This design comes from an exercise in tuning for small area, a short achievable clock period and few clock cycles per item on the open sky130 flow, not from production work.
The RTL was checked by simulation tests, not by an equivalence proof against the original design.
Power and IR drop assume default switching activity.

==> flow/design.v (outline; a module is shown in full before it is edited, if it fits) <==
// module ate1_pixel_unit: 1074 lines
// module ate1_fa: 10 lines
module ate1_pixel_unit (
    input  wire        clk,
    input  wire        rst,         
    input  wire        in_valid,
    output wire        in_ready,
    input  wire [3:0]  in_op,
    input  wire [63:0] in_d,
    input  wire [63:0] in_s,
    input  wire [16:0] in_t,
    output reg         out_valid,
    input  wire        out_ready,
    output reg  [63:0] out_p
);
  // ...
==> flow/flow/run.sh <==
#!/bin/bash
# Standard layout (bash standard.sh) with two changes to how it is made:
# - timing repair aims to leave flow/setup_margin ns of setup slack, so it
#   works towards a shorter period than the 16 ns clock (the SDC is unchanged);
# - the port buffers that buffer_ports inserts are buf_1 cells.
# The make output goes to flow_make.log; ORFS's own logs are under orfs/logs.
set -euo pipefail
export SETUP_SLACK_MARGIN=$(cat flow/setup_margin)
export BUFFER_PORTS_ARGS="-buffer_cell sky130_fd_sc_hd__buf_1"
bash standard.sh > flow_make.log 2>&1
==> flow/flow/setup_margin <==
10.7
==> flow/standard.sh <==
#!/bin/bash
# synth_recipe.tcl (not shown) runs the flow's synth.tcl, then flattens the netlist and writes it again
# the make line also repeats each setting of config.mk as NAME=value (left out here)
make -C /OpenROAD-flow-scripts/flow DESIGN_CONFIG=/design/flow/config.mk WORK_HOME=/design/flow/orfs CLKGATE_MAP_FILE= SYNTH_SCRIPT=/design/flow/synth_recipe.tcl "${@:-finish}"
==> flow/config.mk <==
export PLATFORM = sky130hd
export DESIGN_NAME = ate1_pixel_unit
export DESIGN_NICKNAME = ate1_pixel_unit
export VERILOG_FILES = /design/flow/design.v
export SDC_FILE = /design/flow/constraint.sdc
export NUM_CORES = 8
export LEC_CHECK = 0
export CAP_MARGIN = 20
export CORE_MARGIN = 2
export CORE_UTILIZATION = 55
export CTS_CLUSTER_DIAMETER = 200
export CTS_CLUSTER_SIZE = 20
export SLEW_MARGIN = 20
export SYNTH_HIERARCHICAL = 1
==> flow/constraint.sdc <==
create_clock -name core_clock -period 16.0 [get_ports {clk}]
set_input_delay 3.2000 -clock core_clock [delete_from_list [all_inputs] [get_ports {clk}]]
set_output_delay 3.2000 -clock core_clock [all_outputs]
set_load 0.01 [all_outputs]
==> results.py, run 1 <==
metrics = {
    "yosys": {
        "syn_inst": 6770,
        "yosysMostFrequentCell": "nor2_1",
        "synthMuxAreaShare": 0.02336,
        "synth-main-ff-cell": "edfxtp_1",
    },
    "timing": {
        "hold_viol": 0,
        "fmax_ghz": 0.1923,
    },
    "setup_path": {
        "reg2reg_depth": 13,
        "arrival_ns": 5.60,
        "required_ns": 16.40,
        "reg2reg_slack_ns": 10.81,
        "critical_path_class": "in -> reg",
        "cp_slowest_stage_delay_ns": 0.32,
        "r2r-end": "p1_c[8]$_DFFE_PN_",
        "cp-startpoint": "in_d[18]",
        "r2r_start": "ir_s[26]$_DFFE_PP_",
        "cp-end-kind": "register",
    },
    "pwr": {
        "p_clk_frac": 0.073,
        "power_leader": "combinational logic",
        "cell_internal_pwr_mw": 9.040,
        "power_frac_comb": 0.704,
    },
    "global_routing": {
        "met2_usage": 0.5027,
        "grt_pass1_wl_mm": 338.0,
        "grt_max_degree": 112,
    },
    "final_layout": {
        "mostFrequentLayoutCells": "nor2_1 (1337), fa_1 (890), edfxtp_1 (764)",
        "nFlopsAndLatches": 769,
        "reg_top3": "p1_s x128, p1_c x96, p2_h x72",
        "drive_gt1_frac": 0.1122,
        "sh_seq_area": 0.2882,
        "multi_input_comb_area_um2": 48860,
    },
    "detailed_routing": {
        "wirelength_mm": 224.2,
        "dr_total_vias": 54760,
        "viasPerCell": 6.215,
    },
    "floorplan": {
        "dieArea_um2": 134900,
    },
    "clocking": {
        "clk_latency_ns": 0.69,
    },
    "status": {
        "status": "no timing/DRC/antenna violations",
    },
}
Testbench counts, summed over its fixed seeds: cycles 42,153, items 32,000.
==> inputs of run 2 (changes only) <==
==> flow/flow/setup_margin (replaced) <==
10.8
--- a/flow/config.mk
+++ b/flow/config.mk
@@ -7,7 +7,7 @@
 export LEC_CHECK = 0
 export CAP_MARGIN = 20
 export CORE_MARGIN = 2
-export CORE_UTILIZATION = 55
+export CORE_UTILIZATION = 45
 export CTS_CLUSTER_DIAMETER = 200
 export CTS_CLUSTER_SIZE = 20
 export SLEW_MARGIN = 20
==> run 2 against run 1 <==
Effect of this change: final area rose by 1.8%; worst setup slack improved by 0.059 ns; worst hold slack better by 0.0079 ns; cell count grew 4.7%; clock power about the same; sequential cell count is the same; register-to-register slack better by 0.05 ns; maximum frequency rose by 1.2%; clock skew increased by 0.013 ns; synthesized area stayed put; utilization decreased by 10 points; power up 0.13%.
==> results.py, run 2 <==
metrics = {
    "final_layout": {
        "area_delta_synth_final_pct": 12.17,
        "final_util": 0.5075,
        "final_common_cell": "nor2_1",
        "drive_gt1_frac": 0.1228,
        "mostFrequentLayoutCells": "nor2_1 (1338), fa_1 (888), edfxtp_1 (764)",
        "finalNetCount": 8587,
        "largest_register": "p1_s",
        "largest_register_ffs": 128,
        "fill_cells": 14410,
        "stdcell_count": 9224,
        "reg_top3": "p1_s x128, p1_c x96, p2_h x72",
    },
    "clocking": {
        "cts_tree": "done",
        "clock-sinks": 769,
        "cts_max_level": 2,
        "clk_path_buf_depth": 3,
        "ctsRootBufferMaster": "clkbuf_16",
        "clk_latency_ns": 0.70,
        "cts_buffers": 44,
        "clkTransAtPathRegs_ns": 0.10,
    },
    "pwr": {
        "p_total_mw": 16.82,
        "p_leak_nw": 35.44,
        "power.switching_mw": 7.719,
        "swShare": 0.4589,
        "power_frac_comb": 0.703,
        "p_clk_frac": 0.073,
        "irDropWorstVdd_mv": 0.1361,
        "cell_internal_pwr_mw": 9.102,
        "powerDensity_nw_per_um2": 206.7,
        "seqPwrFrac": 0.224,
    },
    "yosys": {
        "yosysTopAreaCell": "edfxtp_1",
        "yosys_warnings": 7,
        "postSynth.asyncResetShare": 0,
        "synth_top_cell_area_share": 0.3161,
        "synthMuxAreaShare": 0.02336,
        "synth_common_cells": "nor2_1 (1347), fa_1 (895), edfxtp_1 (764)",
        "yosysSeqAreaShare": 0.3175,
        "ys_ff_latch": 769,
        "syn_inst": 6770,
        "synthAdderAreaFrac": 0.3329,
        "synth_area_leaders": "edfxtp_1 (32%), fa_1 (25%), ha_1 (8.6%), nor2_1 (7.0%), a21oi_1 (2.2%)",
        "synth_compound_area_frac": 0.1189,
        "synth_cell_types": 92,
        "synth-main-ff-cell": "edfxtp_1",
        "yosysMostFrequentCell": "nor2_1",
        "synth_top_family_by_area": "adder cells",
        "avgSynthCellArea_um2": 10.72,
        "synthSimpleGateAreaFrac": 0.1355,
        "synth_area_um2": 72570,
        "synth_edf_count": 764,
        "synth-xor-area-share": 0.03928,
    },
    "detailed_routing": {
        "dr.pass1.iters": 9,
        "antenna_left": 0,
        "routedWlPerCell_um": 25.45,
        "route.detailed.drc": 0,
        "wirelength_mm": 234.7,
        "viasPerCell": 5.952,
        "dr_total_vias": 54900,
        "first_iter_violations": 6107,
    },
    "placement": {
        "gp_congestion": 0.9478,
        "dp_slack_ns": 9.701,
        "io_buffers": 218,
        "hpwl_mm": 174.6,
        "dp.cells": 8996,
    },
    "global_routing": {
        "antenna_found_initial": 22,
        "grt_pass1_wl_mm": 349.4,
        "grt_pass1_vias": 55510,
        "gr-total-overflow": 0,
        "grt_use_total": 0.2838,
        "grt_max_degree": 162,
    },
    "timing": {
        "fmax_ghz": 0.1945,
        "finalClockSkew_ns": 0.05200,
        "rsz0062_at_grt": "yes",
        "finalSetupTns_ns": 0,
        "finalCritPeriodShare": 0.3214,
        "slew_headroom": 0.2133,
        "drv_slew": 0,
        "setup-violations-final": 0,
        "tightest_slew_ns": 1.180,
        "hold_viol": 0,
        "min_period_ns": 5.142,
        "layout_setup_ws_ns": 10.86,
    },
    "floorplan": {
        "die_w_um": 405.6,
        "die_height_um": 405.6,
        "start_util": 0.4525,
        "ioPinCount": 219,
        "rows": 147,
        "dieArea_um2": 164500,
        "core-area_um2": 160400,
    },
    "flow_run": {
        "maxCapViolCount": 0,
    },
    "setup_path": {
        "cp-start-kind": "register",
        "arrival_ns": 5.56,
        "required_ns": 16.42,
        "critical_path_class": "reg -> reg",
        "critPathMaxFanout": 8,
        "cp-end-kind": "register",
    },
    "hold_path": {
        "hold_class": "reg -> reg",
    },
    "status": {
        "status": "no timing/DRC/antenna violations",
    },
}
-- run 2: cell count changes in the layout (fill, tap and decap cells not counted), moves of 9 or more --
cell,change
a21oi_1,-23
clkbuf_1,-9
o21ai_1,+11
ha_4,+13
ha_1,-19
and3_2,-10
buf_6,+15
o21ai_0,-10
buf_4,-25
and3_4,+11
a2111oi_2,-10
a2111oi_4,+11
a21oi_2,+26
-- run 2: timing repair --
action,4_1_cts,5_1_grt
buffers inserted,80,66
pin swaps,32,70
resized for setup,112,242
endpoints found under the hold margin,0,0
endpoints found under the setup margin,216,241
cloned,3,7
hold buffers,0,0
-- run 2: metrics by stage --
stage | hold slack, ns | instance area (um2)
finish | 0.4213 | 81400
detailed placement | 0.4045 | 76800
CTS | 0.4236 | 79410
global route | 0.4283 | 81380
floorplan | 0.4003 | 73070
global placement | 0.4010 | 76790
-- run 2: Yosys stat by module (local to each module, per instance) --
module / area (um2) / times used / cells inside / flip-flops and latches
ate1_fa: 20.02 / 872 / 1 / 0
ate1_pixel_unit: 55110 / 1 / 5898 / 769
-- run 2: final cells by class --
type,count,area (um2),area share
inverter,329,1242,0.01526
clock buffer,54,1160,0.01425
antenna,13,32.53,0.0003997
multi-input combinational,5381,49540,0.6086
timing repair buffer,515,3640,0.04472
sequential,769,23050,0.2831
clock inverter,3,33.78,0.0004150
tap,2160,2703,0.03320
-- run 2: kinds of logic after synthesis --
logic type                 count (synthesis)
adders and majority gates               1394
DFF                                      769
AOI/OAI and AO/OA                       1239
and+or+nand+nor                         2266
buffers and inverters                    622
xor gates and xnor gates                 323
muxes                                    157
-- run 2: worst paths after layout --
path                           from                    to  slack (ns)  cells after the start
min            p1_add[12]$_DFFE_PN_  p2_add[12]$_DFFE_PN_        0.42                      0
min reg2reg    p1_add[12]$_DFFE_PN_  p2_add[12]$_DFFE_PN_        0.42                      0
max          ir_cw_rgb[3]$_DFFE_PN_    p1_c[81]$_DFFE_PN_       10.86                     13
max reg2reg  ir_cw_rgb[3]$_DFFE_PN_    p1_c[81]$_DFFE_PN_       10.86                     13
-- run 2: layer usage --
layer / track usage / part of all wire
met1: 0.3922 / 0.41
met2: 0.4303 / 0.44
met3: 0.07093 / 0.11
met4: 0.1084 / 0.045
met5: 0 / 0.00032
-- run 2: power by group through the flow --
stage                     registers, mW  logic (mW)  clock network [mW]
final                              3.76        11.8                1.23
after global routing               3.81        13.3                1.33
after CTS                          3.75        11.4                1.27
after detailed placement           3.80        11.1                   0
after global placement             3.79        10.8                   0
after floorplan                    3.62        8.14                   0
-- run 2: critical path, stage by stage (launching register included) --
cell and delay (ns):
edfxtp_1 0.54, buf_4 0.23, mux2i_1 0.15, nand3b_1 0.09, buf_4 0.20, a2111oi_4 0.42
clkbuf_8 0.30, nor2_1 0.07, fa_1 0.53, fa_1 0.47, fa_1 0.55, fa_1 0.44
fa_1 0.40, fa_1 0.47
==> inputs of run 3 (changes only) <==
--- a/flow/config.mk
+++ b/flow/config.mk
@@ -10,5 +10,6 @@
 export CORE_UTILIZATION = 45
 export CTS_CLUSTER_DIAMETER = 200
 export CTS_CLUSTER_SIZE = 20
+export GPL_ROUTABILITY_DRIVEN = 0
 export SLEW_MARGIN = 20
 export SYNTH_HIERARCHICAL = 1
==> run 3 against run 2 <==
Effect of this change: global-route usage down 0.71 points; maximum frequency is 0.12% lower; combinational power is essentially flat; largest cell class unchanged; clock power hardly changed; synthesized area unchanged; critical path type unchanged.
==> results.py, run 3 <==
metrics = {
    "clocking": {
        "cts.hold.buffers_added": 0,
        "cts_tree": "done",
        "clk_path_buf_depth": 3,
        "cts_buffers": 44,
        "ctsRootBufferMaster": "clkbuf_16",
        "clk_latency_ns": 0.71,
        "clock-sinks": 769,
        "cts_max_level": 2,
        "clkTransAtPathRegs_ns": 0.11,
    },
    "setup_path": {
        "cp_slowest_stage_delay_ns": 0.58,
        "crit_top_cell": "fa_1",
        "path_cells": "clkbuf_16, a221oi_4, nand3_4, a21oi_2, buf_6, nor2_1, fa_1, fa_1, fa_1, fa_1, fa_1, fa_1",
        "critical_path_class": "reg -> reg",
        "cp-start-kind": "register",
        "required_ns": 16.42,
        "cp-end-kind": "register",
        "arrival_ns": 5.57,
        "cp.buffers_inverters": 2,
        "critPathTopFamily": "adder cells",
        "critPathMaxFanout": 24,
        "slowest_stage": "fa_1",
    },
    "timing": {
        "hold_viol": 0,
        "setup-violations-final": 0,
        "tightest_slew_ns": 1.180,
        "min_period_ns": 5.148,
        "finalSetupTns_ns": 0,
        "fmax_ghz": 0.1942,
        "timing.hold.ws_ns": 0.3985,
        "drv_slew": 0,
        "rsz0062_at_grt": "yes",
        "finalCritPeriodShare": 0.3218,
        "finalClockSkew_ns": 0.07050,
        "slew_headroom": 0.2101,
    },
    "yosys": {
        "avgSynthCellArea_um2": 10.72,
        "yosysTopAreaCell": "edfxtp_1",
        "synth_common_cells": "nor2_1 (1347), fa_1 (895), edfxtp_1 (764)",
        "syn_inst": 6770,
        "synth_cell_types": 92,
        "synth_top_cell_area_share": 0.3161,
        "yosysMostFrequentCell": "nor2_1",
        "yosys_warnings": 7,
        "synth_area_um2": 72570,
        "ys_ff_latch": 769,
        "postSynth.asyncResetShare": 0,
        "synth_area_leaders": "edfxtp_1 (32%), fa_1 (25%), ha_1 (8.6%), nor2_1 (7.0%), a21oi_1 (2.2%)",
        "synth-main-ff-cell": "edfxtp_1",
        "yosysSeqAreaShare": 0.3175,
        "synth_edf_count": 764,
    },
    "final_layout": {
        "final_common_cell": "nor2_1",
        "stdcell_count": 9201,
        "reg_top3": "p1_s x128, p1_c x96, p2_h x72",
        "finalNetCount": 8568,
        "fill_cells": 14540,
        "largest_register": "p1_s",
        "largest_register_ffs": 128,
        "area_delta_synth_final_pct": 11.48,
        "mostFrequentLayoutCells": "nor2_1 (1338), fa_1 (887), edfxtp_1 (764)",
        "drive_gt1_frac": 0.1176,
    },
    "flow_run": {
        "maxCapViolCount": 0,
    },
    "detailed_routing": {
        "dr_total_vias": 54880,
        "first_iter_violations": 5415,
        "antenna_left": 0,
        "route.detailed.drc": 0,
        "wirelength_mm": 228.6,
        "routedWlPerCell_um": 24.84,
        "dr.pass1.iters": 10,
        "viasPerCell": 5.964,
    },
    "pwr": {
        "irDropWorstVdd_mv": 0.1692,
        "p_leak_nw": 35.30,
        "powerDensity_nw_per_um2": 209.0,
    },
    "floorplan": {
        "core-area_um2": 160400,
        "die_w_um": 405.6,
        "ioPinCount": 219,
        "dieArea_um2": 164500,
        "rows": 147,
        "die_height_um": 405.6,
        "start_util": 0.4525,
    },
    "placement": {
        "dp.cells": 8990,
        "hpwl_mm": 171.0,
        "io_buffers": 218,
    },
    "global_routing": {
        "antenna_found_initial": 24,
        "met1_usage": 0.3738,
        "gr-total-overflow": 0,
        "grt_pass1_vias": 55290,
        "grt_pass1_wl_mm": 343.2,
        "met3_usage": 0.08267,
        "top_usage_layer": "met2",
        "met2_usage": 0.4059,
        "grt_use_total": 0.2767,
        "grt_max_degree": 125,
    },
    "hold_path": {
        "hold_class": "reg -> reg",
    },
    "status": {
        "status": "no timing/DRC/antenna violations",
    },
}
run 3: cell count changes in the layout (fill, tap and decap cells not counted), sizes merged:
cell           before  now
bufbuf              1    0
clkinv              1    0
clkdlybuf4s15       1    0
clkbuf             72   65
buf               495  486
diode              13    8
inv               331  332
run 3: worst paths after layout:
kind | startpoint | to | slack, ns | depth (start not counted)
min reg2reg | p1_add[51]$_DFFE_PN_ | p2_add[51]$_DFFE_PN_ | 0.40 | 0
max | ir_cw_a[12]$_DFFE_PN_ | p1_c[52]$_DFFE_PN_ | 10.85 | 12
max reg2reg | ir_cw_a[12]$_DFFE_PN_ | p1_c[52]$_DFFE_PN_ | 10.85 | 12
min | p1_add[51]$_DFFE_PN_ | p2_add[51]$_DFFE_PN_ | 0.40 | 0
run 3: kinds of logic (layout without fill, tap and decap cells):
| family | after synthesis | count (layout) | share of synthesized area |
|---|---|---|---|
| buffers and inverters | 622 | 883 | 0.03259 |
| AND/OR/NAND/NOR | 2266 | 2267 | 0.1355 |
| adder cells (fa/ha/maj) | 1394 | 1394 | 0.3329 |
| flip-flops | 769 | 769 | 0.3175 |
| AO/OA/AOI/OAI | 1239 | 1240 | 0.1189 |
| multiplexers | 157 | 157 | 0.02336 |
| other | 0 | 8 | 0 |
| XOR/XNOR | 323 | 323 | 0.03928 |
run 3: cell type report:
type,instances,area [um2],share of cell area
clock buffer,55,1164,0.01438
sequential,769,23050,0.2849
multi-input combinational,5381,49260,0.6089
clock inverter,3,28.78,0.0003557
tap,2160,2703,0.03341
inverter,329,1242,0.01536
timing repair buffer,496,3433,0.04244
antenna,8,20.02,0.0002475
run 3: what timing repair did:
item / 4_1_cts / 5_1_grt
gates resized for setup: 107 / 211
buffers inserted: 68 / 65
gates cloned: 3 / 5
setup endpoints to repair: 250 / 203
pin swaps: 39 / 70
run 3: per-stage QoR:
stage | setup slack, ns | utilization | instance area (um2) | total power, mW
global route | 10.66 | 0.5043 | 80880 | 18.51
detailed placement | 9.955 | 0.4786 | 76750 | 15.07
floorplan | 9.934 | - | 73070 | 11.76
CTS | 10.69 | 0.4935 | 79140 | 16.50
finish | 10.85 | 0.5044 | 80900 | 16.90
global placement | 9.909 | 0.4786 | 76750 | 14.76
run 3: routing by layer:
layer	vias up	share of wire
met1	27240	0.41
met2	2907	0.42
li1	24060	-
met5	-	0.00060
met4	20	0.056
met3	643	0.11
run 3: modules after synthesis, one instance, submodules excluded:
module,cell area [um2],cells
ate1_fa,20.02,1
ate1_pixel_unit,55110,5898
run 3: report_power, final:
part | internal [mW] | switching [mW]
Sequential | 3.40 | 0.348
Clock | 0.514 | 0.708
Combinational | 5.20 | 6.74
Total | 9.11 | 7.79
==> inputs of run 4 (changes only) <==
--- a/flow/config.mk
+++ b/flow/config.mk
@@ -13,3 +13,4 @@
 export GPL_ROUTABILITY_DRIVEN = 0
 export SLEW_MARGIN = 20
 export SYNTH_HIERARCHICAL = 1
+export TNS_END_PERCENT = 50
==> run 4 against run 3 <==
Effect of this change: still clean on timing, DRC and antenna; utilization fell by 0.25 points; register-to-register slack got worse by 0.11 ns; routed wire length rose by 2.1%; clock skew fell by 0.013 ns; largest cell class unchanged.
==> results.py, run 4 <==
metrics = {
    "status": {
        "status": "no timing/DRC/antenna violations",
    },
    "clocking": {
        "ctsRootBufferMaster": "clkbuf_16",
        "cts_max_level": 2,
        "clk_latency_ns": 0.71,
        "clkTransAtPathRegs_ns": 0.09,
        "clock-sinks": 769,
        "cts_tree": "done",
        "cts.hold.buffers_added": 0,
        "clk_path_buf_depth": 3,
        "cts_buffers": 44,
    },
    "timing": {
        "drv_slew": 0,
        "hold_viol": 0,
        "finalSetupTns_ns": 0,
        "rsz0062_at_grt": "yes",
        "setup-violations-final": 0,
        "min_period_ns": 5.313,
        "tightest_slew_ns": 1.188,
        "finalCritPeriodShare": 0.3321,
        "slew_headroom": 0.2048,
        "finalClockSkew_ns": 0.05703,
        "fmax_ghz": 0.1882,
    },
    "final_layout": {
        "largest_register_ffs": 128,
        "mostFrequentLayoutCells": "nor2_1 (1337), fa_1 (890), edfxtp_1 (764)",
        "drive_gt1_frac": 0.1152,
        "final_common_cell": "nor2_1",
        "finalNetCount": 8565,
        "area_delta_synth_final_pct": 10.93,
        "final_area_um2": 80500,
        "largest_register": "p1_s",
        "reg_top3": "p1_s x128, p1_c x96, p2_h x72",
    },
    "yosys": {
        "yosysMostFrequentCell": "nor2_1",
        "yosysSeqAreaShare": 0.3175,
        "synth_cell_types": 92,
        "yosysTopAreaCell": "edfxtp_1",
        "postSynth.asyncResetShare": 0,
        "synth-main-ff-cell": "edfxtp_1",
        "synth_area_leaders": "edfxtp_1 (32%), fa_1 (25%), ha_1 (8.6%), nor2_1 (7.0%), a21oi_1 (2.2%)",
        "syn_inst": 6770,
        "synth_edf_count": 764,
        "ys_ff_latch": 769,
        "yosys_warnings": 7,
        "avgSynthCellArea_um2": 10.72,
        "synth_area_um2": 72570,
        "synth_top_cell_area_share": 0.3161,
        "synth_common_cells": "nor2_1 (1347), fa_1 (895), edfxtp_1 (764)",
    },
    "detailed_routing": {
        "viasPerCell": 6.008,
        "dr.pass1.iters": 9,
        "antenna_left": 0,
        "wirelength_mm": 233.4,
        "route.detailed.drc": 0,
        "routedWlPerCell_um": 25.39,
        "first_iter_violations": 5974,
        "dr_total_vias": 55240,
    },
    "setup_path": {
        "reg2reg_depth": 11,
        "cp-end-kind": "register",
        "arrival_ns": 5.71,
        "endpoint": "ir_s[31]$_DFFE_PP_",
        "r2r-end": "p1_c[82]$_DFFE_PN_",
        "critPathMaxFanout": 3,
        "r2r_start": "ir_d[63]$_DFFE_PP_",
        "cp-start-kind": "input port",
        "critical_path_class": "in -> reg",
        "reg2reg_slack_ns": 10.74,
        "cp-startpoint": "in_d[16]",
        "required_ns": 16.40,
    },
    "floorplan": {
        "rows": 147,
        "die_w_um": 405.6,
        "start_util": 0.4525,
        "ioPinCount": 219,
        "core-area_um2": 160400,
        "die_height_um": 405.6,
        "dieArea_um2": 164500,
    },
    "placement": {
        "placed_area_um2": 76440,
        "io_buffers": 218,
        "hpwl_mm": 173.9,
    },
    "global_routing": {
        "grt_use_total": 0.2820,
        "gr-total-overflow": 0,
        "grt_max_degree": 152,
        "grt_pass1_vias": 55420,
        "grt_pass1_wl_mm": 348.2,
        "antenna_found_initial": 20,
    },
    "hold_path": {
        "hold_path_startpoint": "ir_cw_rgb[24]$_SDFFCE_PP0N_",
        "hold_class": "reg -> reg",
        "min_path_cells": 0,
    },
    "pwr": {
        "p_leak_nw": 35.22,
        "irDropWorstVdd_mv": 0.1434,
        "powerDensity_nw_per_um2": 208.5,
    },
    "flow_run": {
        "maxCapViolCount": 0,
    },
}
## run 4: area by class of cell
cell class / count / area (um2)
inverter: 329 / 1242
multi-input combinational: 5380 / 49000
timing repair buffer: 494 / 3281
antenna: 4 / 10.01
clock inverter: 5 / 83.83
tap: 2160 / 2703
fill: 14400 / 79890
sequential: 769 / 23050
clock buffer: 53 / 1135
## run 4: worst min path at each step
stage	endpoint	slack [ns]
after floorplan	p1_ctl[13]$_DFFE_PN_	0.40
after global placement	p2_ctl[4]$_DFFE_PN_	0.40
after detailed placement	p1_ctl[14]$_DFFE_PN_	0.40
after CTS	p2_ctl[4]$_DFFE_PN_	0.42
after global routing	p2_add[45]$_DFFE_PN_	0.43
final	p1_ctl[14]$_DFFE_PN_	0.42
## run 4: layer usage
metal / global-route usage / vias up / share of wire
li1: - / 24050 / -
met1: 0.3878 / 27700 / 0.40
met2: 0.4140 / 2841 / 0.43
met3: 0.07590 / 618 / 0.11
met4: 0.1330 / 22 / 0.056
met5: 0 / - / 0.0014
## run 4: cell families after synthesis
group	count (synthesis)	share of synthesized area
adders and majority gates	1394	0.3329
xor gates and xnor gates	323	0.03928
DFF	769	0.3175
buffers and inverters	622	0.03259
muxes	157	0.02336
AOI/OAI and AO/OA	1239	0.1189
and+or+nand+nor	2266	0.1355
## run 4: report_power, final
group	internal [mW]	switching [mW]	leakage, nW	total [mW]
Combinational	5.12	6.69	26.3	11.8
Sequential	3.40	0.343	8.35	3.74
Clock	0.524	0.714	0.593	1.24
## run 4: worst max-delay path: stages
cell and delay [ns]:
buf_2 0.19, ha_1 0.28, fa_1 0.24, nor2b_1 0.06, o21ai_1 0.18, a21boi_1 0.12, o21ai_0 0.19, nand2b_1 0.19
a21oi_4 0.21, o2111ai_2 0.17, a31o_2 0.28, a21oi_2 0.17, xnor2_1 0.13, o21ai_0 0.09
## run 4: Yosys stat by module, one instance, submodules excluded
module | cells inside | cell area (um2) | flops+latches
ate1_pixel_unit | 5898 | 55110 | 769
ate1_fa | 1 | 20.02 | 0
## run 4: what timing repair did
action | CTS | global route
endpoints found under the setup margin | 291 | 306
buffers inserted | 64 | 63
pin swaps | 42 | 103
cloned | 3 | 4
gates resized for setup | 152 | 228
## run 4: per-stage QoR
step                        util  std cells  hold slack, ns  power (mW)  setup slack [ns]
after floorplan                -       6770          0.4003       11.72             9.934
after global routing      0.5019       9192          0.4303       18.39             10.56
final                     0.5019       9194          0.4169       16.78             10.69
after detailed placement  0.4766       8998          0.4045       14.89             9.300
after global placement    0.4765       8998          0.4005       14.60             9.267
after CTS                 0.4914       9123          0.4151       16.35             10.71
==> inputs of run 5 (changes only) <==
==> flow/flow/setup_margin (replaced) <==
11.0
==> run 5 against run 4 <==
Effect of this change: still clean on timing, DRC and antenna; sequential share of layout area is 1.1 points lower; final area is 4.0% higher; power is 4.1% higher; worst setup slack better by 0.084 ns; register-to-register slack better by 0.03 ns; routed wire length is 3.8% higher; critical endpoint is now p2_h[1]$_DFFE_PP_; largest power group unchanged.
==> results.py, run 5 <==
metrics = {
    "setup_path": {
        "cp-start-kind": "register",
        "crit_top_cell": "a211oi_2",
        "cp_slowest_stage_delay_ns": 0.47,
        "r2r-end": "p2_h[1]$_DFFE_PP_",
        "slowest_stage": "a2111o_1",
        "reg2reg_slack_ns": 10.77,
        "critPathMaxFanout": 5,
        "cp-end-kind": "register",
        "r2r_start": "p1_c[9]$_DFFE_PN_",
        "critical_path_class": "reg -> reg",
        "required_ns": 16.39,
        "path_cells": "ha_1, a211oi_2, o21ai_2, a2111o_1, a31oi_4, o31ai_4, a21oi_2, nor2_2, o41ai_2, o21ai_1, xnor2_2, ha_2, nand4_1, nor2_2, nand2_1, or3_4, nor3_4, and2_4, a211oi_2, a211oi_2, buf_4, buf_12, buf_16",
        "reg2reg_depth": 23,
        "arrival_ns": 5.62,
    },
    "yosys": {
        "synth_cell_types": 92,
        "synthSimpleGateAreaFrac": 0.1355,
        "synth_area_um2": 72570,
        "postSynth.asyncResetShare": 0,
        "synth_top_family_by_area": "adder cells",
        "synth-xor-area-share": 0.03928,
        "yosysMostFrequentCell": "nor2_1",
        "synth_area_leaders": "edfxtp_1 (32%), fa_1 (25%), ha_1 (8.6%), nor2_1 (7.0%), a21oi_1 (2.2%)",
        "synth_edf_count": 764,
        "synth_compound_area_frac": 0.1189,
        "synthMuxAreaShare": 0.02336,
        "avgSynthCellArea_um2": 10.72,
        "yosysTopAreaCell": "edfxtp_1",
        "yosysSeqAreaShare": 0.3175,
        "syn_inst": 6770,
        "ys_ff_latch": 769,
        "synth_common_cells": "nor2_1 (1347), fa_1 (895), edfxtp_1 (764)",
        "synth-main-ff-cell": "edfxtp_1",
        "yosys_warnings": 7,
        "synth_top_cell_area_share": 0.3161,
        "synthAdderAreaFrac": 0.3329,
    },
    "floorplan": {
        "die_w_um": 405.6,
        "die_height_um": 405.6,
        "rows": 147,
        "start_util": 0.4525,
        "core-area_um2": 160400,
        "ioPinCount": 219,
        "dieArea_um2": 164500,
    },
    "final_layout": {
        "multi_input_comb_area_um2": 50060,
        "drive_gt1_frac": 0.1620,
        "fill_cells": 14150,
        "final_common_cell": "nor2_1",
        "finalNetCount": 8784,
        "area_delta_synth_final_pct": 15.39,
        "mostFrequentLayoutCells": "nor2_1 (1330), fa_1 (856), edfxtp_1 (764)",
        "largest_register": "p1_s",
        "reg_top3": "p1_s x128, p1_c x96, p2_h x72",
        "seq_area_um2": 23050,
        "largest_register_ffs": 128,
    },
    "detailed_routing": {
        "routedWlPerCell_um": 25.74,
        "dr.pass1.iters": 11,
        "route.detailed.drc": 0,
        "dr_total_vias": 56460,
        "viasPerCell": 5.999,
        "first_iter_violations": 6139,
        "wirelength_mm": 242.2,
        "antenna_left": 0,
    },
    "timing": {
        "hold_viol": 0,
        "rsz0062_at_grt": "yes",
        "finalCritPeriodShare": 0.3268,
        "drv_slew": 0,
        "finalSetupTns_ns": 0,
        "slew_headroom": 0.2312,
        "tightest_slew_ns": 1.153,
        "min_period_ns": 5.229,
        "fmax_ghz": 0.1912,
        "finalClockSkew_ns": 0.04224,
        "setup-violations-final": 0,
    },
    "placement": {
        "io_buffers": 218,
        "hpwl_mm": 173.3,
    },
    "pwr": {
        "powerDensity_nw_per_um2": 208.7,
        "swShare": 0.4610,
        "irDropWorstVdd_mv": 0.1166,
        "power.switching_mw": 8.054,
        "p_leak_nw": 36.55,
        "power_frac_comb": 0.716,
        "p_total_mw": 17.47,
        "cell_internal_pwr_mw": 9.418,
        "p_clk_frac": 0.070,
        "seqPwrFrac": 0.214,
    },
    "clocking": {
        "ctsRootBufferMaster": "clkbuf_16",
        "cts.hold.buffers_added": 0,
        "clk_path_buf_depth": 3,
        "cts_max_level": 2,
        "clkTransAtPathRegs_ns": 0.08,
        "cts_buffers": 44,
        "clock-sinks": 769,
        "cts_tree": "done",
        "clk_latency_ns": 0.70,
    },
    "hold_path": {
        "hold_path_startpoint": "p1_add[37]$_DFFE_PN_",
        "min_to": "p2_add[37]$_DFFE_PN_",
        "hold_class": "reg -> reg",
        "min_path_cells": 0,
    },
    "global_routing": {
        "gr-total-overflow": 0,
        "grt_pass1_wl_mm": 351.1,
        "grt_pass1_vias": 56260,
        "grt_max_degree": 140,
        "grt_use_total": 0.2844,
        "antenna_found_initial": 15,
    },
    "status": {
        "status": "no timing/DRC/antenna violations",
    },
    "flow_run": {
        "maxCapViolCount": 0,
    },
}
run 5: cell counts after synthesis:
Identical to the previous run, type by type.
run 5: how the worst max path moves through the flow:
stage,to,startpoint
global route,p2_h[5]$_DFFE_PP_,p1_c[9]$_DFFE_PN_
global placement,ir_s[48]$_DFFE_PP_,in_d[33]
finish,p2_h[1]$_DFFE_PP_,p1_c[9]$_DFFE_PN_
detailed placement,ir_s[48]$_DFFE_PP_,in_d[33]
CTS,p2_h[53]$_SDFFCE_PN0P_,p1_s[72]$_DFFE_PN_
floorplan,in_ready,ir_valid$_SDFFE_PP0P_
run 5: modules after synthesis, one instance, submodules excluded:
module	cells	times used	flops+latches	cell area, um2
ate1_pixel_unit	5898	1	769	55110
ate1_fa	1	872	0	20.02
run 5: cells by family after synthesis:
family | after synthesis
DFF | 769
and+or+nand+nor | 2266
buffers and inverters | 622
muxes | 157
adders and majority gates | 1394
xor gates and xnor gates | 323
AOI/OAI and AO/OA | 1239
run 5: final cells by class:
type,instances,area share
flip-flops and latches,769,0.2752
well taps,2160,0.03227
clock inverters,4,0.0007322
repair buffers,713,0.06531
diodes,3,0.00008965
clock buffers,53,0.01355
multi-input cells,5380,0.5978
inverters,329,0.01502
run 5: through the flow:
stage	utilization	setup slack, ns	hold slack, ns	area [um2]	instances
finish	0.5221	10.77	0.4164	83740	9411
global route	0.5221	10.56	0.4229	83730	9409
CTS	0.4997	10.65	0.4153	80140	9210
detailed placement	0.4766	9.331	0.4045	76450	8999
global placement	0.4766	9.278	0.4001	76430	8999
floorplan	-	9.934	0.4003	72620	6770
run 5: repair_timing:
item	in CTS	in global routing
setup endpoints to repair	342	316
gates resized for setup	295	407
pin swaps	99	190
gates cloned	6	21
setup buffers	148	177
run 5: worst max-delay path, delay by kind of cell (launching register included):
kind                     cells  cell delay [ns]
AND/OR/NAND/NOR              7             1.20
buffers and inverters        3             0.38
flip-flops                   1             0.42
adder cells (fa/ha/maj)      2             0.69
AO/OA/AOI/OAI               10             2.09
XOR/XNOR                     1             0.18
run 5: power groups by stage:
| stage | Combinational [mW] | Clock [mW] | Sequential [mW] |
|---|---|---|---|
| 6_report | 12.5 | 1.22 | 3.74 |
| 5_1_grt | 14.0 | 1.31 | 3.79 |
| 4_1_cts | 11.6 | 1.25 | 3.74 |
| 3_5_place_dp | 11.2 | 0 | 3.78 |
| 3_3_place_gp | 10.9 | 0 | 3.77 |
| 2_1_floorplan | 8.11 | 0 | 3.62 |
run 5: metal layers:
metal  global-route usage  share of wire  up-vias
met1               0.3833           0.40    28260
met4               0.1265          0.055       20
met5                    0         0.0012        -
li1                     -              -    24500
met3              0.08724           0.12      671
met2               0.4219           0.43     3013
==> inputs of run 6 (changes only) <==
--- a/flow/flow/run.sh
+++ b/flow/flow/run.sh
@@ -6,5 +6,6 @@
 # The make output goes to flow_make.log; ORFS's own logs are under orfs/logs.
 set -euo pipefail
 export SETUP_SLACK_MARGIN=$(cat flow/setup_margin)
+export SKIP_CTS_REPAIR_TIMING=1
 export BUFFER_PORTS_ARGS="-buffer_cell sky130_fd_sc_hd__buf_1"
 bash standard.sh > flow_make.log 2>&1
==> flow/flow/setup_margin (replaced) <==
10.8
--- a/flow/config.mk
+++ b/flow/config.mk
@@ -13,4 +13,3 @@
 export GPL_ROUTABILITY_DRIVEN = 0
 export SLEW_MARGIN = 20
 export SYNTH_HIERARCHICAL = 1
-export TNS_END_PERCENT = 50
==> run 6 against run 5 <==
Effect of this change: worst setup slack better by 0.0016 ns; via count fell by 3.2%; highest routed layer unchanged; sequential power about the same; still clean; synthesized area stayed put; clock skew is 0.022 ns higher; first-iteration DRC count decreased by 3.3%; global-route usage shrank 0.98 points; largest power group unchanged; non-clock buffer count down 255; critical path depth shrank 1; combinational power fell by 5%; worst hold slack worse by 0.011 ns; power down 3.3%.
==> results.py, run 6 <==
metrics = {
    "placement": {
        "hpwl_mm": 171.0,
        "placed_area_um2": 76750,
        "io_buffers": 218,
    },
    "detailed_routing": {
        "first_iter_violations": 5938,
        "dr_total_vias": 54640,
        "route.detailed.drc": 0,
        "dr.pass1.iters": 9,
        "viasPerCell": 5.965,
        "routedWlPerCell_um": 24.87,
        "wirelength_mm": 227.8,
        "antenna_left": 0,
    },
    "floorplan": {
        "die_w_um": 405.6,
        "die_height_um": 405.6,
        "dieArea_um2": 164500,
        "start_util": 0.4525,
        "ioPinCount": 219,
        "rows": 147,
        "core-area_um2": 160400,
    },
    "yosys": {
        "postSynth.asyncResetShare": 0,
        "avgSynthCellArea_um2": 10.72,
        "synth_area_leaders": "edfxtp_1 (32%), fa_1 (25%), ha_1 (8.6%), nor2_1 (7.0%), a21oi_1 (2.2%)",
        "yosysTopAreaCell": "edfxtp_1",
        "yosysSeqAreaShare": 0.3175,
        "syn_inst": 6770,
        "ys_ff_latch": 769,
        "yosys_warnings": 7,
        "synth_cell_types": 92,
        "synth_edf_count": 764,
        "synth_area_um2": 72570,
        "synth-main-ff-cell": "edfxtp_1",
        "synth_common_cells": "nor2_1 (1347), fa_1 (895), edfxtp_1 (764)",
        "yosysMostFrequentCell": "nor2_1",
        "synth_top_cell_area_share": 0.3161,
    },
    "setup_path": {
        "arrival_ns": 5.61,
        "r2r-end": "p2_h[4]$_DFFE_PP_",
        "cp-end-kind": "register",
        "path_cells": "ha_4, a211oi_4, o21ai_2, a2111o_1, a31oi_4, o31ai_4, a21oi_2, nor2_2, o41ai_2, buf_4, o21ai_4, xnor2_4, ha_4, nand4_1, nor2_2, nand2_1, or3_4, o21a_1, a211oi_4, nor2_4, a211oi_4, clkbuf_16",
        "critical_path_class": "reg -> reg",
        "endpoint": "p2_h[4]$_DFFE_PP_",
        "reg2reg_depth": 22,
        "slowest_stage": "a2111o_1",
        "reg2reg_slack_ns": 10.77,
        "cp_slowest_stage_delay_ns": 0.49,
        "crit_top_cell": "a211oi_4",
        "cp-startpoint": "p1_c[9]$_DFFE_PN_",
        "r2r_start": "p1_c[9]$_DFFE_PN_",
        "critPathMaxFanout": 5,
        "required_ns": 16.38,
        "cp-start-kind": "register",
    },
    "timing": {
        "drv_slew": 0,
        "fmax_ghz": 0.1913,
        "slew_headroom": 0.1987,
        "finalClockSkew_ns": 0.06380,
        "finalCritPeriodShare": 0.3267,
        "finalSetupTns_ns": 0,
        "min_period_ns": 5.227,
        "setup-violations-final": 0,
        "hold_viol": 0,
        "rsz0062_at_grt": "yes",
        "tightest_slew_ns": 1.202,
    },
    "global_routing": {
        "gr-total-overflow": 0,
        "antenna_found_initial": 25,
        "grt_use_total": 0.2747,
        "grt_pass1_vias": 54550,
        "grt_pass1_wl_mm": 340.4,
        "grt_max_degree": 125,
    },
    "pwr": {
        "power_frac_comb": 0.706,
        "p_leak_nw": 35.07,
        "p_clk_frac": 0.072,
        "seqPwrFrac": 0.222,
        "irDropWorstVdd_mv": 0.1690,
        "cell_internal_pwr_mw": 9.098,
        "power.switching_mw": 7.799,
        "swShare": 0.4616,
        "powerDensity_nw_per_um2": 209.6,
    },
    "final_layout": {
        "largest_register": "p1_s",
        "drive_gt1_frac": 0.1138,
        "reg_top3": "p1_s x128, p1_c x96, p2_h x72",
        "area_delta_synth_final_pct": 11.11,
        "final_common_cell": "nor2_1",
        "final_area_um2": 80630,
        "finalNetCount": 8529,
        "mostFrequentLayoutCells": "nor2_1 (1337), fa_1 (889), edfxtp_1 (764)",
        "fill_cells": 14520,
        "seq_area_um2": 23050,
        "largest_register_ffs": 128,
        "multi_input_comb_area_um2": 49380,
    },
    "clocking": {
        "cts_buffers": 44,
        "cts_tree": "done",
        "ctsRootBufferMaster": "clkbuf_16",
        "clock-sinks": 769,
        "cts_max_level": 2,
        "clkTransAtPathRegs_ns": 0.11,
        "clk_latency_ns": 0.71,
        "clk_path_buf_depth": 3,
    },
    "hold_path": {
        "hold_class": "reg -> reg",
        "hold_path_startpoint": "p1_add[51]$_DFFE_PN_",
    },
    "status": {
        "status": "no timing/DRC/antenna violations",
    },
    "flow_run": {
        "maxCapViolCount": 0,
    },
}
## run 6: cell counts after synthesis
Identical to the previous run, type by type.
## run 6: through the flow
stage	std cells	power (mW)	utilization	worst slack, ns	hold slack, ns
floorplan	6770	11.76	-	9.934	0.4003
global placement	8990	14.76	0.4786	9.909	0.4022
detailed placement	8990	15.07	0.4786	9.955	0.4045
CTS	9048	16.34	0.4860	9.961	0.4094
global route	9157	18.50	0.5027	10.59	0.4235
finish	9159	16.90	0.5027	10.77	0.4057
## run 6: logic make-up (layout without fill, tap and decap cells)
kind of cell,Yosys count,count (layout),synth area share
other cells,0,5,0
buf+inv,622,845,0.03259
compound gates,1239,1240,0.1189
flops,769,769,0.3175
xor+xnor,323,323,0.03928
simple gates,2266,2266,0.1355
fa+ha+maj,1394,1394,0.3329
mux,157,157,0.02336
## run 6: worst min-delay path by stage
stage | to | slack (ns) | cells after the start
6_report | p2_add[51]$_DFFE_PN_ | 0.41 | 0
5_1_grt | p2_add[27]$_DFFE_PN_ | 0.42 | 0
4_1_cts | p2_add[51]$_DFFE_PN_ | 0.41 | 0
3_5_place_dp | p1_ctl[16]$_DFFE_PN_ | 0.40 | 0
3_3_place_gp | p2_add[45]$_DFFE_PN_ | 0.40 | 0
2_1_floorplan | p1_ctl[13]$_DFFE_PN_ | 0.40 | 0
## run 6: per-layer routing
metal,vias to the layer above,GRT usage,share of wire,wire length (um)
met4,22,0.1263,0.052,11830
met5,-,0,0.00065,149
met2,2888,0.4034,0.43,96890
li1,23980,-,-,-
met3,608,0.07432,0.11,25890
met1,27140,0.3785,0.41,93020
## run 6: critical path, delay by kind of cell (launching register included)
family / cells / cell delay (ns)
compound gates: 11 / 2.45
simple gates: 6 / 0.85
fa+ha+maj: 2 / 0.60
xor+xnor: 1 / 0.18
flops: 1 / 0.44
buf+inv: 2 / 0.44
## run 6: modules after synthesis (local to each module, per instance)
| module | flops+latches | copies in the design | area [um2] | cells |
|---|---|---|---|---|
| ate1_pixel_unit | 769 | 1 | 55110 | 5898 |
| ate1_fa | 0 | 872 | 20.02 | 1 |
## run 6: cell type report
cell class	count	area share
multi-input combinational	5380	0.6125
tap	2160	0.03352
clock buffer	55	0.01443
antenna	5	0.0001552
timing repair buffer	458	0.03782
clock inverter	3	0.0003569
inverter	329	0.01541
sequential	769	0.2858
## run 6: power groups by stage
stage	Sequential [mW]	Combinational [mW]	Clock, mW
after CTS	3.74	11.3	1.26
after floorplan	3.62	8.14	0
final	3.75	11.9	1.22
after detailed placement	3.79	11.3	0
after global placement	3.77	11.0	0
after global routing	3.80	13.4	1.31
==> inputs of run 7 (changes only) <==
--- a/flow/flow/run.sh
+++ b/flow/flow/run.sh
@@ -6,6 +6,5 @@
 # The make output goes to flow_make.log; ORFS's own logs are under orfs/logs.
 set -euo pipefail
 export SETUP_SLACK_MARGIN=$(cat flow/setup_margin)
-export SKIP_CTS_REPAIR_TIMING=1
 export BUFFER_PORTS_ARGS="-buffer_cell sky130_fd_sc_hd__buf_1"
 bash standard.sh > flow_make.log 2>&1
--- a/flow/config.mk
+++ b/flow/config.mk
@@ -8,8 +8,7 @@
 export CAP_MARGIN = 20
 export CORE_MARGIN = 2
 export CORE_UTILIZATION = 45
-export CTS_CLUSTER_DIAMETER = 200
+export CTS_CLUSTER_DIAMETER = 150
 export CTS_CLUSTER_SIZE = 20
-export GPL_ROUTABILITY_DRIVEN = 0
 export SLEW_MARGIN = 20
 export SYNTH_HIERARCHICAL = 1
==> run 7 against run 6 <==
Effect of this change: synthesized area stayed put; worst hold slack better by 0.0092 ns; maximum frequency is 0.17% lower; routed wire length is 2.8% higher; sequential share of layout area is 0.11 points lower; cell count is 0.64% higher; clock skew is 0.020 ns lower; first-iteration DRC count is 3.7% lower; clock-buffer cell count stayed put.
==> results.py, run 7 <==
metrics = {
    "status": {
        "status": "no timing/DRC/antenna violations",
    },
    "clocking": {
        "ctsRootBufferMaster": "clkbuf_16",
        "cts_max_level": 2,
        "cts_tree": "done",
        "cts_buffers": 44,
        "cts.hold.buffers_added": 0,
        "clock-sinks": 769,
        "clk_latency_ns": 0.68,
        "clkTransAtPathRegs_ns": 0.09,
        "clk_path_buf_depth": 3,
    },
    "yosys": {
        "synthMuxAreaShare": 0.02336,
        "synth-xor-area-share": 0.03928,
        "avgSynthCellArea_um2": 10.72,
        "synth_edf_count": 764,
        "synth_area_um2": 72570,
        "ys_ff_latch": 769,
        "synthSimpleGateAreaFrac": 0.1355,
        "synth_area_leaders": "edfxtp_1 (32%), fa_1 (25%), ha_1 (8.6%), nor2_1 (7.0%), a21oi_1 (2.2%)",
        "yosysTopAreaCell": "edfxtp_1",
        "yosysSeqAreaShare": 0.3175,
        "synth-main-ff-cell": "edfxtp_1",
        "synthAdderAreaFrac": 0.3329,
        "synth_cell_types": 92,
        "syn_inst": 6770,
        "synth_top_family_by_area": "adder cells",
        "postSynth.asyncResetShare": 0,
        "synth_compound_area_frac": 0.1189,
        "yosys_warnings": 7,
        "yosysMostFrequentCell": "nor2_1",
        "synth_top_cell_area_share": 0.3161,
        "synth_common_cells": "nor2_1 (1347), fa_1 (895), edfxtp_1 (764)",
    },
    "placement": {
        "gp_congestion": 0.9478,
        "hpwl_mm": 174.6,
        "io_buffers": 218,
        "dp_slack_ns": 9.701,
        "placed_area_um2": 76800,
    },
    "timing": {
        "finalClockSkew_ns": 0.04336,
        "drv_slew": 0,
        "finalSetupTns_ns": 0,
        "hold_viol": 0,
        "tightest_slew_ns": 1.184,
        "finalCritPeriodShare": 0.3273,
        "setup-violations-final": 0,
        "min_period_ns": 5.236,
        "rsz0062_at_grt": "yes",
        "layout_setup_ws_ns": 10.76,
        "fmax_ghz": 0.1910,
        "slew_headroom": 0.2106,
    },
    "floorplan": {
        "rows": 147,
        "core-area_um2": 160400,
        "ioPinCount": 219,
        "die_w_um": 405.6,
        "dieArea_um2": 164500,
        "start_util": 0.4525,
        "die_height_um": 405.6,
    },
    "hold_path": {
        "hold_class": "reg -> reg",
        "min_to": "p2_add[25]$_DFFE_PN_",
        "hold_path_startpoint": "p1_add[25]$_DFFE_PN_",
        "min_path_cells": 0,
    },
    "global_routing": {
        "gr-total-overflow": 0,
        "antenna_found_initial": 21,
        "grt_pass1_wl_mm": 349.3,
        "grt_pass1_vias": 55590,
        "grt_use_total": 0.2834,
        "grt_max_degree": 162,
    },
    "setup_path": {
        "cp-startpoint": "p1_s[9]$_DFFE_PN_",
        "required_ns": 16.37,
        "cp-start-kind": "register",
        "r2r-end": "p2_h[1]$_DFFE_PP_",
        "reg2reg_depth": 22,
        "cp-end-kind": "register",
        "critPathMaxFanout": 5,
        "r2r_start": "p1_s[9]$_DFFE_PN_",
        "reg2reg_slack_ns": 10.76,
        "arrival_ns": 5.60,
        "critical_path_class": "reg -> reg",
    },
    "final_layout": {
        "largest_register": "p1_s",
        "final_area_um2": 80950,
        "mostFrequentLayoutCells": "nor2_1 (1337), fa_1 (889), edfxtp_1 (764)",
        "final_common_cell": "nor2_1",
        "multi_input_comb_area_um2": 49280,
        "reg_top3": "p1_s x128, p1_c x96, p2_h x72",
        "area_delta_synth_final_pct": 11.55,
        "seq_area_um2": 23050,
        "largest_register_ffs": 128,
        "finalNetCount": 8579,
        "drive_gt1_frac": 0.1208,
        "fill_cells": 14400,
    },
    "detailed_routing": {
        "first_iter_violations": 5719,
        "viasPerCell": 5.950,
        "dr_total_vias": 54850,
        "wirelength_mm": 234.2,
        "antenna_left": 0,
        "dr.pass1.iters": 7,
        "route.detailed.drc": 0,
        "routedWlPerCell_um": 25.41,
    },
    "pwr": {
        "irDropWorstVdd_mv": 0.1365,
        "powerDensity_nw_per_um2": 206.8,
        "p_total_mw": 16.74,
        "p_leak_nw": 35.31,
    },
    "flow_run": {
        "maxCapViolCount": 0,
    },
}
run 7: worst max-delay path, stage by stage (launching register included):
cell and delay (ns):
edfxtp_1 0.44, ha_4 0.28, a211oi_4 0.27, o21ai_2 0.11, a2111o_1 0.45, a31oi_4 0.22, o31ai_4 0.09, a21oi_1 0.18
nor2_1 0.08, o41ai_2 0.38, buf_4 0.21, xnor2_4 0.18, ha_4 0.26, a21o_1 0.17, a221o_1 0.34, a21oi_1 0.17
o41ai_1 0.13, and2_4 0.17, a211oi_4 0.29, nor2_4 0.09, a211oi_4 0.18, buf_6 0.16, buf_12 0.12
run 7: where the power goes:
group	internal (mW)	leakage, nW	switching [mW]
clock	0.515	0.584	0.709
combinational	5.13	26.4	6.63
sequential	3.40	8.35	0.356
total	9.05	35.3	7.69
run 7: layout make-up:
cell class              count  area share
multi-input cells        5381      0.6088
clock inverters             4   0.0003864
diodes                     13   0.0004019
clock buffers              55     0.01437
flip-flops and latches    769      0.2847
repair buffers            507     0.04257
inverters                 329     0.01535
well taps                2160     0.03339
run 7: per-module statistics from Yosys, one instance, submodules excluded:
module / cells / flops+latches / area [um2] / times used
ate1_pixel_unit: 5898 / 769 / 55110 / 1
ate1_fa: 1 / 0 / 20.02 / 872
run 7: logic make-up after synthesis:
family / Yosys count
adders and majority gates: 1394
AOI/OAI and AO/OA: 1239
DFF: 769
buffers and inverters: 622
xor gates and xnor gates: 323
and+or+nand+nor: 2266
muxes: 157
run 7: repair_timing:
item,in CTS,in global routing
pin swaps,40,66
setup endpoints to repair,217,235
resized for setup,116,183
gates cloned,3,6
setup buffers,74,65
run 7: worst max path at each step:
stage / depth (start not counted) / end
finish: 22 / p2_h[1]$_DFFE_PP_
global route: 22 / p2_h[2]$_DFFE_PP_
CTS: 21 / p2_h[70]$_SDFFCE_PN0N_
detailed placement: 18 / p2_h[23]$_DFFE_PP_
global placement: 18 / p2_h[23]$_DFFE_PP_
floorplan: 3 / in_ready
run 7: per-layer routing:
metal	vias up	wire (um)	track usage
li1	24120	-	-
met1	27510	96270	0.3891
met2	2706	102800	0.4321
met3	504	24890	0.07278
met4	12	10210	0.1064
met5	-	59	0
run 7: per-stage QoR:
stage / instances / utilization / hold WS (ns)
after global placement: 8995 / 0.4788 / 0.4010
after detailed placement: 8996 / 0.4788 / 0.4045
after CTS: 9132 / 0.4949 / 0.4151
final: 9218 / 0.5047 / 0.4148
after floorplan: 6770 / - / 0.4003
after global routing: 9210 / 0.5046 / 0.4212
==> inputs of run 8 (changes only) <==
==> flow/flow/run.sh (replaced) <==
#!/bin/bash
# Standard layout (bash standard.sh) with two changes to how it is made:
# - timing repair aims to leave flow/setup_margin ns of setup slack, so it
#   works towards a shorter period than the 16 ns clock (the SDC is unchanged);
# - the buffers ABC inserted are removed before placement instead of a
#   first timing repair at floorplan;
# - the port buffers that buffer_ports inserts are buf_1 cells.
# The make output goes to flow_make.log; ORFS's own logs are under orfs/logs.
set -euo pipefail
export SETUP_SLACK_MARGIN=$(cat flow/setup_margin)
export REMOVE_ABC_BUFFERS=1
export BUFFER_PORTS_ARGS="-buffer_cell sky130_fd_sc_hd__buf_1"
bash standard.sh > flow_make.log 2>&1
--- a/flow/config.mk
+++ b/flow/config.mk
@@ -8,7 +8,8 @@
 export CAP_MARGIN = 20
 export CORE_MARGIN = 2
 export CORE_UTILIZATION = 45
-export CTS_CLUSTER_DIAMETER = 150
+export CTS_CLUSTER_DIAMETER = 200
 export CTS_CLUSTER_SIZE = 20
+export GPL_ROUTABILITY_DRIVEN = 0
 export SLEW_MARGIN = 20
 export SYNTH_HIERARCHICAL = 1
==> run 8 against run 7 <==
Effect of this change: still clean on timing, DRC and antenna; clock power barely moved; maximum frequency fell by 1.4%; sequential share of layout area barely moved; sequential power barely moved; final area barely moved; global-route usage fell by 0.60 points; power barely moved; synthesized cell count did not move; die area did not move; clock-buffer cell count did not move; worst setup slack got worse by 0.072 ns; via count rose by 0.69%; largest power group unchanged; highest routed layer unchanged.
==> results.py, run 8 <==
metrics = {
    "status": {
        "status": "no timing/DRC/antenna violations",
    },
    "setup_path": {
        "critPathTopFamily": "compound AO/OA/AOI/OAI gates",
        "cp.depth": 21,
        "critPathMaxFanout": 5,
        "crit_top_cell": "a211oi_4",
        "cp_slowest_stage_delay_ns": 0.49,
        "required_ns": 16.39,
        "cp.buffers_inverters": 2,
        "path_cells": "ha_4, a211oi_4, o21ai_2, a2111o_1, a31oi_4, o31ai_4, a21oi_2, nor2_1, o41ai_2, buf_4, xnor2_4, ha_4, a21o_1, a221o_1, a21oi_2, o41ai_2, and2_4, a211oi_4, nor2_4, a211oi_4, clkbuf_16",
        "reg2reg_depth": 21,
        "arrival_ns": 5.70,
        "cp-start-kind": "register",
        "slowest_stage": "a2111o_1",
        "cp-end-kind": "register",
        "critical_path_class": "reg -> reg",
    },
    "final_layout": {
        "largest_register": "p1_s",
        "mostFrequentLayoutCells": "nor2_1 (1335), fa_1 (889), edfxtp_1 (764)",
        "finalNetCount": 8595,
        "reg_top3": "p1_s x128, p1_c x96, p2_h x72",
        "final_util": 0.5046,
        "fill_cells": 14500,
        "multi_input_comb_area_um2": 49160,
        "final_common_cell": "nor2_1",
        "area_delta_synth_final_pct": 11.53,
        "largest_register_ffs": 128,
        "drive_gt1_frac": 0.1186,
        "seq_area_um2": 23050,
    },
    "detailed_routing": {
        "routedWlPerCell_um": 25.02,
        "wirelength_mm": 231.1,
        "antenna_left": 0,
        "dr_total_vias": 55230,
        "viasPerCell": 5.979,
        "first_iter_violations": 5612,
        "dr.pass1.iters": 9,
        "route.detailed.drc": 0,
    },
    "yosys": {
        "synth_area_leaders": "edfxtp_1 (32%), fa_1 (25%), ha_1 (8.6%), nor2_1 (7.0%), a21oi_1 (2.2%)",
        "yosys_warnings": 7,
        "synth_top_cell_area_share": 0.3161,
        "ys_ff_latch": 769,
        "yosysMostFrequentCell": "nor2_1",
        "synth_edf_count": 764,
        "synth_area_um2": 72570,
        "yosysTopAreaCell": "edfxtp_1",
        "syn_inst": 6770,
        "synth-main-ff-cell": "edfxtp_1",
        "postSynth.asyncResetShare": 0,
        "synth_common_cells": "nor2_1 (1347), fa_1 (895), edfxtp_1 (764)",
        "yosysSeqAreaShare": 0.3175,
        "synth_cell_types": 92,
        "avgSynthCellArea_um2": 10.72,
    },
    "clocking": {
        "cts_buffers": 44,
        "clk_latency_ns": 0.69,
        "clock-sinks": 769,
        "ctsRootBufferMaster": "clkbuf_16",
        "clk_path_buf_depth": 3,
        "cts_tree": "done",
        "clkTransAtPathRegs_ns": 0.10,
        "cts_max_level": 2,
    },
    "timing": {
        "tightest_slew_ns": 0.9411,
        "min_period_ns": 5.308,
        "fmax_ghz": 0.1884,
        "timing.hold.ws_ns": 0.4185,
        "hold_viol": 0,
        "finalSetupTns_ns": 0,
        "rsz0062_at_grt": "yes",
        "finalClockSkew_ns": 0.04591,
        "slew_headroom": 0.3726,
        "finalCritPeriodShare": 0.3318,
        "drv_slew": 0,
        "setup-violations-final": 0,
    },
    "global_routing": {
        "gr-total-overflow": 0,
        "top_usage_layer": "met2",
        "grt_pass1_wl_mm": 342.9,
        "grt_max_degree": 111,
        "met3_usage": 0.06991,
        "met2_usage": 0.4299,
        "grt_use_total": 0.2774,
        "antenna_found_initial": 38,
        "met1_usage": 0.3721,
        "grt_pass1_vias": 55010,
    },
    "pwr": {
        "power.switching_mw": 7.681,
        "seqPwrFrac": 0.224,
        "cell_internal_pwr_mw": 9.061,
        "irDropWorstVdd_mv": 0.1255,
        "power_frac_comb": 0.703,
        "p_clk_frac": 0.074,
        "powerDensity_nw_per_um2": 206.9,
        "swShare": 0.4588,
        "p_leak_nw": 35.35,
        "p_total_mw": 16.74,
    },
    "floorplan": {
        "die_w_um": 405.6,
        "rows": 147,
        "start_util": 0.4525,
        "ioPinCount": 219,
        "core-area_um2": 160400,
        "dieArea_um2": 164500,
        "die_height_um": 405.6,
    },
    "placement": {
        "hpwl_mm": 168.4,
        "io_buffers": 218,
    },
    "hold_path": {
        "min_path_cells": 0,
        "hold_class": "reg -> reg",
    },
    "flow_run": {
        "maxCapViolCount": 0,
    },
}
[run 8: cell count changes in the layout (fill, tap and decap cells not counted), moves of 4 or more]
cell	previous run	this run
buf_2	1	5
and3_2	3	11
a21oi_2	53	26
xor2_1	136	132
and3_4	13	5
buf_12	20	13
buf_6	23	53
a21oi_4	15	3
a221oi_4	3	8
a21oi_1	261	300
o21ai_2	16	20
o21ai_1	28	21
[run 8: kinds of logic after synthesis]
kind of cell | share of synthesized area
adder cells (fa/ha/maj) | 0.3329
AND/OR/NAND/NOR | 0.1355
flip-flops | 0.3175
XOR/XNOR | 0.03928
multiplexers | 0.02336
AO/OA/AOI/OAI | 0.1189
buffers and inverters | 0.03259
[run 8: worst paths after layout]
path                        start                   end  slack (ns)
min          p1_add[43]$_DFFE_PN_  p2_add[43]$_DFFE_PN_        0.42
min reg2reg  p1_add[43]$_DFFE_PN_  p2_add[43]$_DFFE_PN_        0.42
max             p1_c[9]$_DFFE_PN_     p2_h[2]$_DFFE_PP_       10.69
max reg2reg     p1_c[9]$_DFFE_PN_     p2_h[2]$_DFFE_PP_       10.69
[run 8: area by class of cell]
type,count,area share
diodes,16,0.0004947
inverters,329,0.01535
flip-flops and latches,769,0.2847
repair buffers,524,0.04380
multi-input cells,5380,0.6074
clock inverters,3,0.0004174
clock buffers,55,0.01438
well taps,2160,0.03339
[run 8: timing repair]
action,4_1_cts,5_1_grt
gates cloned,4,8
setup endpoints to repair,220,218
buffers inserted,67,77
hold buffers,0,0
resized for setup,138,264
pin swaps,45,90
[run 8: layer usage]
layer  part of all wire  up-vias  wire [um]
met1               0.40    27650      91700
met4              0.047       44      10840
met2               0.45     2819     103800
met5             0.0013        -        299
li1                   -    24140          -
met3               0.11      569      24460
[run 8: per-module statistics from Yosys (local to each module, per instance)]
module,flip-flops and latches,cell area (um2),cells
ate1_pixel_unit,769,55110,5898
ate1_fa,0,20.02,1
[run 8: through the flow]
stage / setup WS, ns / std cells / area, um2
2_1_floorplan: -0.3216 / 6477 / 71440
3_3_place_gp: 9.286 / 9005 / 76450
3_5_place_dp: 9.248 / 9006 / 76460
4_1_cts: 10.67 / 9135 / 78760
5_1_grt: 10.51 / 9229 / 80920
6_report: 10.69 / 9236 / 80940
[run 8: power by group through the flow]
stage	Sequential [mW]	Clock, mW	Combinational (mW)
finish	3.74	1.23	11.8
global route	3.79	1.32	13.2
CTS	3.74	1.27	11.3
detailed placement	3.78	0	11.1
global placement	3.77	0	10.7
floorplan	3.64	0	8.04

## afterwards: timing with drivers on the ports
No port has a modelled driver above. Below, the same layouts with a new extraction and two added sets of constraints.
Step 1 (the two cells are an assumption about what drives the block):
set clk [get_ports {clk}]
set_driving_cell -lib_cell sky130_fd_sc_hd__clkbuf_16 $clk
set_driving_cell -lib_cell sky130_fd_sc_hd__buf_2 [delete_from_list [all_inputs] $clk]
Step 2 also shifts input and output timing later by t, the mid clock arrival at the registers, as if the neighbouring blocks saw the same clock.
Three values: ideal ports, drivers, drivers and shift; two values: the first two.
| run | t, ns | setup WS [ns] | worst hold slack (ns) |
|---|---|---|---|
| run 1 | 0.743 | 10.799 / 10.737 / 9.994 | 0.413 / 0.413 / 0.413 |
| run 2 | 0.755 | 10.858 / 10.824 / 10.069 | 0.421 / 0.421 / 0.421 |
| run 3 | 0.750 | 10.852 / 10.803 / 10.117 | 0.399 / 0.399 / 0.399 |
| run 4 | 0.764 | 10.687 / 10.622 / 9.859 | 0.417 / 0.417 / 0.417 |
| run 5 | 0.752 | 10.771 / 10.771 / 10.133 | 0.416 / 0.416 / 0.416 |
| run 6 | 0.751 | 10.772 / 10.772 / 10.113 | 0.406 / 0.406 / 0.406 |
| run 7 | 0.742 | 10.764 / 10.764 / 10.103 | 0.415 / 0.415 / 0.415 |
| run 8 | 0.757 | 10.692 / 10.692 / 10.134 | 0.418 / 0.418 / 0.418 |
After both steps setup and hold are still met in every run listed. The setup slack of run 4, which loses most, moves by -0.065 ns with the drivers and by -0.828 ns with both steps.
